From an optimization exercise on the open Yosys and OpenROAD flow, aimed at small area, a short achievable clock period and few clock cycles per item; shortcuts taken in it are not production practice. At most, simulation tests tie the RTL to the original design; equivalence was not proved. Power is estimated from default activity; no workload was simulated.

==> module wfg_divcalc, before the edit <==
module wfg_divcalc (
    input  wire        clk,
    input  wire        rst,         
    input  wire        start,       
    input  wire [31:0] sysclk_hz,   
    input  wire [31:0] freq,        
    input  wire [31:0] len,         
    output wire        ready,
    output reg         done,        
    output wire [31:0] divider
);
    reg        a_full;      
    reg        a_fin;       
    reg [31:0] an;          
    reg [31:0] af;          
    reg        afovf;       
    reg [31:0] al;          
    reg [31:0] acc;         
    reg        abig;        
    reg        b_busy;
    reg  [5:0] count;       
    reg        nleft;       
    reg        n2left;      
    reg [31:0] xq;          
    reg [31:0] r;           
    reg [31:0] d;           
    reg        bbig;        
    reg        skip;        
    wire take   = a_full & a_fin & ~b_busy;    
    assign ready   = ~a_full;
    assign divider = {xq[23:0], 8'h00};
    wire [31:0] sum;
    wire        sum_c;
    skl_add #(.W(32)) u_mul (.a(acc), .b(af & {32{al[0]}}), .cin(1'b0), .s(sum), .cout(sum_c));
    wire        ovf_nxt = abig | (al[0] & afovf) | sum_c;
    wire        mul_end = (al[31:1] == 31'd0);
    wire        x1      = nleft & xq[31];
    wire        x2      = n2left & xq[30];
    wire [32:0] t1      = {r, x1};
    wire [32:0] s1;
    wire        q1;      
    skl_add #(.W(33)) u_div1 (.a(t1), .b(~{1'b0, d}), .cin(1'b1), .s(s1), .cout(q1));
    wire [33:0] t2      = {r, x1, x2};
    wire [33:0] s2;
    wire        q2;      
    skl_add #(.W(34)) u_div2 (.a(t2), .b(~{2'b00, d}), .cin(1'b1), .s(s2), .cout(q2));
    wire        room2   = (count >= 6'd10) || (count >= 6'd2 && count <= 6'd8);
    wire        two     = ~q1 & room2;
    wire [31:0] r_two   = q2 ? s2[31:0] : t2[31:0];
    wire [31:0] lo16;
    wire        ge16;    
    skl_add #(.W(32)) u_cmp (.a({r[15:0], xq[31:16]}), .b(~d), .cin(1'b1), .s(lo16), .cout(ge16));
    wire        skip_n  = skip & ~ge16 & (r[31:16] == 16'd0) & (count >= 6'd24);
    wire        skip_0  = (acc[31:8] != 24'd0) | (acc[7:0] > an[31:24]);
    wire  [7:0] x8      = xq[31:24];
    wire        hi_zero = (xq == 32'd0);    
    wire        clamp   = bbig | ((count == 6'd8) & hi_zero);
    wire  [5:0] cnt_m1  = count - 6'd1;
    wire  [5:0] cnt_m2  = count - 6'd2;
    wire  [5:0] cnt_m8  = count - 6'd8;
    wire  [5:0] cnt_nxt = skip ? cnt_m8 : two ? cnt_m2 : cnt_m1;
    wire        last    = clamp | (count == 6'd1) | ((count == 6'd2) & ~q1);
    always @(posedge clk) begin
        if (rst) begin
            a_full <= 1'b0;
            a_fin  <= 1'b0;
            b_busy <= 1'b0;
            done   <= 1'b0;
        end else begin
            if (!a_full) begin
                a_full <= start;
                a_fin  <= 1'b0;
            end else begin
                if (take)
                    a_full <= 1'b0;
                a_fin <= a_fin | mul_end | abig;
            end
            b_busy <= take | (b_busy & ~last);
            done   <= b_busy & last;
        end
    end
    always @(posedge clk) begin
        if (!a_full) begin
            an    <= sysclk_hz;
            af    <= freq;
            al    <= len;
            acc   <= 32'd0;
            afovf <= 1'b0;
            abig  <= 1'b0;
        end else begin
            af    <= {af[30:0], 1'b0};
            al    <= {1'b0, al[31:1]};
            if (!a_fin) begin
                acc   <= sum;
                afovf <= afovf | af[31];
                abig  <= ovf_nxt;
            end
        end
    end
    always @(posedge clk) begin
        if (take) begin
            xq    <= an;
            r     <= 32'd0;
            d     <= acc;
            bbig  <= abig;
            count <= 6'd40;
            nleft <= 1'b1;
            n2left <= 1'b1;
            skip  <= skip_0;
        end else begin
            r      <= skip ? {r[23:0], x8} : two ? r_two : q1 ? s1[31:0] : t1[31:0];
            count  <= cnt_nxt;
            skip   <= skip_n;
            nleft  <= (cnt_nxt > 6'd8);
            n2left <= (cnt_nxt > 6'd9);
            if (clamp)
                xq[23:0] <= 24'h000100;
            else
                xq <= skip ? {xq[23:0], 8'h00} : two ? {xq[29:0], 1'b0, q2} : {xq[30:0], q1};
        end
    end
endmodule
export LEC_CHECK = 0
export CAP_MARGIN = 20
export CORE_MARGIN = 2
export CORE_UTILIZATION = 40
export PLACE_DENSITY = 0.6
export SLEW_MARGIN = 20
create_clock -name core_clock -period 10.0 [get_ports {clk}]
standard.sh (not shown) runs the stock make flow with config.mk's settings and CLKGATE_MAP_FILE= SYNTH_SCRIPT=/design/flow/synth_recipe.tcl, a recipe that flattens the netlist after the stock synthesis.
==> flow/flow/run.sh <==
#!/bin/bash
# Layout flow: the standard flow, with two changes to how the layout is
# made (the constraints, the clock period and the synthesis are unchanged):
#  - the port buffers are buf_2 cells instead of the resizer's default pick
#  - the slow delay cells are not used as repair buffers
#  - timing repair aims for 6.4 ns of setup slack, i.e. paths of at most 3.6 ns
# Each tool's full output goes to a log file in this folder.
set -euo pipefail

# the platform's don't-use list, plus the delay cells
DU="sky130_fd_sc_hd__probe_p_8 sky130_fd_sc_hd__probec_p_8 sky130_fd_sc_hd__lpflow_bleeder_1 sky130_fd_sc_hd__lpflow_clkbufkapwr_1 sky130_fd_sc_hd__lpflow_clkbufkapwr_16 sky130_fd_sc_hd__lpflow_clkbufkapwr_2 sky130_fd_sc_hd__lpflow_clkbufkapwr_4 sky130_fd_sc_hd__lpflow_clkbufkapwr_8 sky130_fd_sc_hd__lpflow_clkinvkapwr_1 sky130_fd_sc_hd__lpflow_clkinvkapwr_16 sky130_fd_sc_hd__lpflow_clkinvkapwr_2 sky130_fd_sc_hd__lpflow_clkinvkapwr_4 sky130_fd_sc_hd__lpflow_clkinvkapwr_8 sky130_fd_sc_hd__lpflow_decapkapwr_12 sky130_fd_sc_hd__lpflow_decapkapwr_3 sky130_fd_sc_hd__lpflow_decapkapwr_4 sky130_fd_sc_hd__lpflow_decapkapwr_6 sky130_fd_sc_hd__lpflow_decapkapwr_8 sky130_fd_sc_hd__lpflow_inputiso0n_1 sky130_fd_sc_hd__lpflow_inputiso0p_1 sky130_fd_sc_hd__lpflow_inputiso1n_1 sky130_fd_sc_hd__lpflow_inputiso1p_1 sky130_fd_sc_hd__lpflow_inputisolatch_1 sky130_fd_sc_hd__lpflow_isobufsrc_1 sky130_fd_sc_hd__lpflow_isobufsrc_16 sky130_fd_sc_hd__lpflow_isobufsrc_2 sky130_fd_sc_hd__lpflow_isobufsrc_4 sky130_fd_sc_hd__lpflow_isobufsrc_8 sky130_fd_sc_hd__lpflow_isobufsrckapwr_16 sky130_fd_sc_hd__lpflow_lsbuf_lh_hl_isowell_tap_1 sky130_fd_sc_hd__lpflow_lsbuf_lh_hl_isowell_tap_2 sky130_fd_sc_hd__lpflow_lsbuf_lh_hl_isowell_tap_4 sky130_fd_sc_hd__lpflow_lsbuf_lh_isowell_4 sky130_fd_sc_hd__lpflow_lsbuf_lh_isowell_tap_1 sky130_fd_sc_hd__lpflow_lsbuf_lh_isowell_tap_2 sky130_fd_sc_hd__lpflow_lsbuf_lh_isowell_tap_4"
DU="$DU sky130_fd_sc_hd__clkdlybuf4s15_1 sky130_fd_sc_hd__clkdlybuf4s15_2 sky130_fd_sc_hd__clkdlybuf4s18_1 sky130_fd_sc_hd__clkdlybuf4s18_2 sky130_fd_sc_hd__clkdlybuf4s25_1 sky130_fd_sc_hd__clkdlybuf4s25_2 sky130_fd_sc_hd__clkdlybuf4s50_1 sky130_fd_sc_hd__clkdlybuf4s50_2 sky130_fd_sc_hd__dlygate4sd1_1 sky130_fd_sc_hd__dlygate4sd2_1 sky130_fd_sc_hd__dlygate4sd3_1 sky130_fd_sc_hd__dlymetal6s2s_1 sky130_fd_sc_hd__dlymetal6s4s_1 sky130_fd_sc_hd__dlymetal6s6s_1"

# the standard synthesis, unchanged
bash standard.sh synth > synth.log 2>&1

# floorplan to final layout
bash standard.sh "DONT_USE_CELLS=$DU" "BUFFER_PORTS_ARGS=-buffer_cell sky130_fd_sc_hd__buf_2" SETUP_SLACK_MARGIN=6.4 finish > layout.log 2>&1
Next try:
--- a/flow/design.v
+++ b/flow/design.v
@@ -22,13 +22,12 @@
     reg        nleft;       
     reg        n2left;      
     reg [31:0] xq;          
     reg [31:0] r;           
     reg [31:0] d;           
     reg        bbig;        
-    reg        skip;        
     wire take   = a_full & a_fin & ~b_busy;    
     assign ready   = ~a_full;
     assign divider = {xq[23:0], 8'h00};
     wire [31:0] sum;
     wire        sum_c;
     skl_add #(.W(32)) u_mul (.a(acc), .b(af & {32{al[0]}}), .cin(1'b0), .s(sum), .cout(sum_c));
@@ -44,25 +43,24 @@
     wire [33:0] s2;
     wire        q2;      
     skl_add #(.W(34)) u_div2 (.a(t2), .b(~{2'b00, d}), .cin(1'b1), .s(s2), .cout(q2));
     wire        room2   = (count >= 6'd10) || (count >= 6'd2 && count <= 6'd8);
     wire        two     = ~q1 & room2;
     wire [31:0] r_two   = q2 ? s2[31:0] : t2[31:0];
-    wire [31:0] lo16;
-    wire        ge16;    
-    skl_add #(.W(32)) u_cmp (.a({r[15:0], xq[31:16]}), .b(~d), .cin(1'b1), .s(lo16), .cout(ge16));
-    wire        skip_n  = skip & ~ge16 & (r[31:16] == 16'd0) & (count >= 6'd24);
-    wire        skip_0  = (acc[31:8] != 24'd0) | (acc[7:0] > an[31:24]);
-    wire  [7:0] x8      = xq[31:24];
+    wire  [7:0] x8      = nleft ? xq[31:24] : 8'h00;
+    wire [31:0] lo8;
+    wire        ge8;     
+    skl_add #(.W(32)) u_cmp (.a({r[23:0], x8}), .b(~d), .cin(1'b1), .s(lo8), .cout(ge8));
+    wire        skip    = ~ge8 && (r[31:24] == 8'd0) && (count >= 6'd16 || count == 6'd8);
     wire        hi_zero = (xq == 32'd0);    
     wire        clamp   = bbig | ((count == 6'd8) & hi_zero);
     wire  [5:0] cnt_m1  = count - 6'd1;
     wire  [5:0] cnt_m2  = count - 6'd2;
     wire  [5:0] cnt_m8  = count - 6'd8;
     wire  [5:0] cnt_nxt = skip ? cnt_m8 : two ? cnt_m2 : cnt_m1;
-    wire        last    = clamp | (count == 6'd1) | ((count == 6'd2) & ~q1);
+    wire        last    = clamp | (count == 6'd1) | ((count == 6'd2) & ~q1) | ((count == 6'd8) & skip);
     always @(posedge clk) begin
         if (rst) begin
             a_full <= 1'b0;
             a_fin  <= 1'b0;
             b_busy <= 1'b0;
             done   <= 1'b0;
@@ -103,17 +101,15 @@
             r     <= 32'd0;
             d     <= acc;
             bbig  <= abig;
             count <= 6'd40;
             nleft <= 1'b1;
             n2left <= 1'b1;
-            skip  <= skip_0;
         end else begin
             r      <= skip ? {r[23:0], x8} : two ? r_two : q1 ? s1[31:0] : t1[31:0];
             count  <= cnt_nxt;
-            skip   <= skip_n;
             nleft  <= (cnt_nxt > 6'd8);
             n2left <= (cnt_nxt > 6'd9);
             if (clamp)
                 xq[23:0] <= 24'h000100;
             else
                 xq <= skip ? {xq[23:0], 8'h00} : two ? {xq[29:0], 1'b0, q2} : {xq[30:0], q1};
What happened: Die area hardly moves; power goes down by 2.9%; sequential share of layout area went up by 0.41 points; non-clock buffer count came out lower by 13; routed wire length fell by about 7%; core utilization went down by 0.75 points; register-to-register slack improves by 0.05 ns; maximum frequency rises by 1.5%; count of clock-buffer cells in the layout went down by 2; via count drops by about 1.5%; final area shrinks by about 1.6%; first-iteration DRC count rises by about 4%.
Testbench counts after the change, summed over its fixed seeds: cycles 16,935, items 1,024.
For the first run of this note, only the layout was checked, not whether the RTL still works.

[afterwards: timing with drivers on the ports]
The results above use ideal ports. As a check the final layouts listed here were re-extracted and re-timed, cells and wires unchanged.
Step 1 (the two cells are an assumption about what drives the block):
set clk [get_ports {clk}]
set_driving_cell -lib_cell sky130_fd_sc_hd__clkbuf_16 $clk
set_driving_cell -lib_cell sky130_fd_sc_hd__buf_2 [delete_from_list [all_inputs] $clk]
Step 2 adds t to the input delays and takes it off the output delays; t is the mean of the earliest and latest rising clock arrival at the registers after step 1. Input paths then give back, and output paths get back, about the clock's delay inside the block.
Slacks: no drivers / after step 1 / after step 2; pairs: no drivers / after step 1.
run | shift t [ns] | slack for setup (ns) | hold WS [ns] | worst setup path after step 2
the first run | 0.605 | 6.465 / 6.465 / 6.465 | 0.445 / 0.445 / 0.445 | register to register
the second run | 0.597 | 6.516 / 6.470 / 6.516 | 0.447 / 0.447 / 0.447 | register to register
After both steps setup and hold are still met in every run listed.
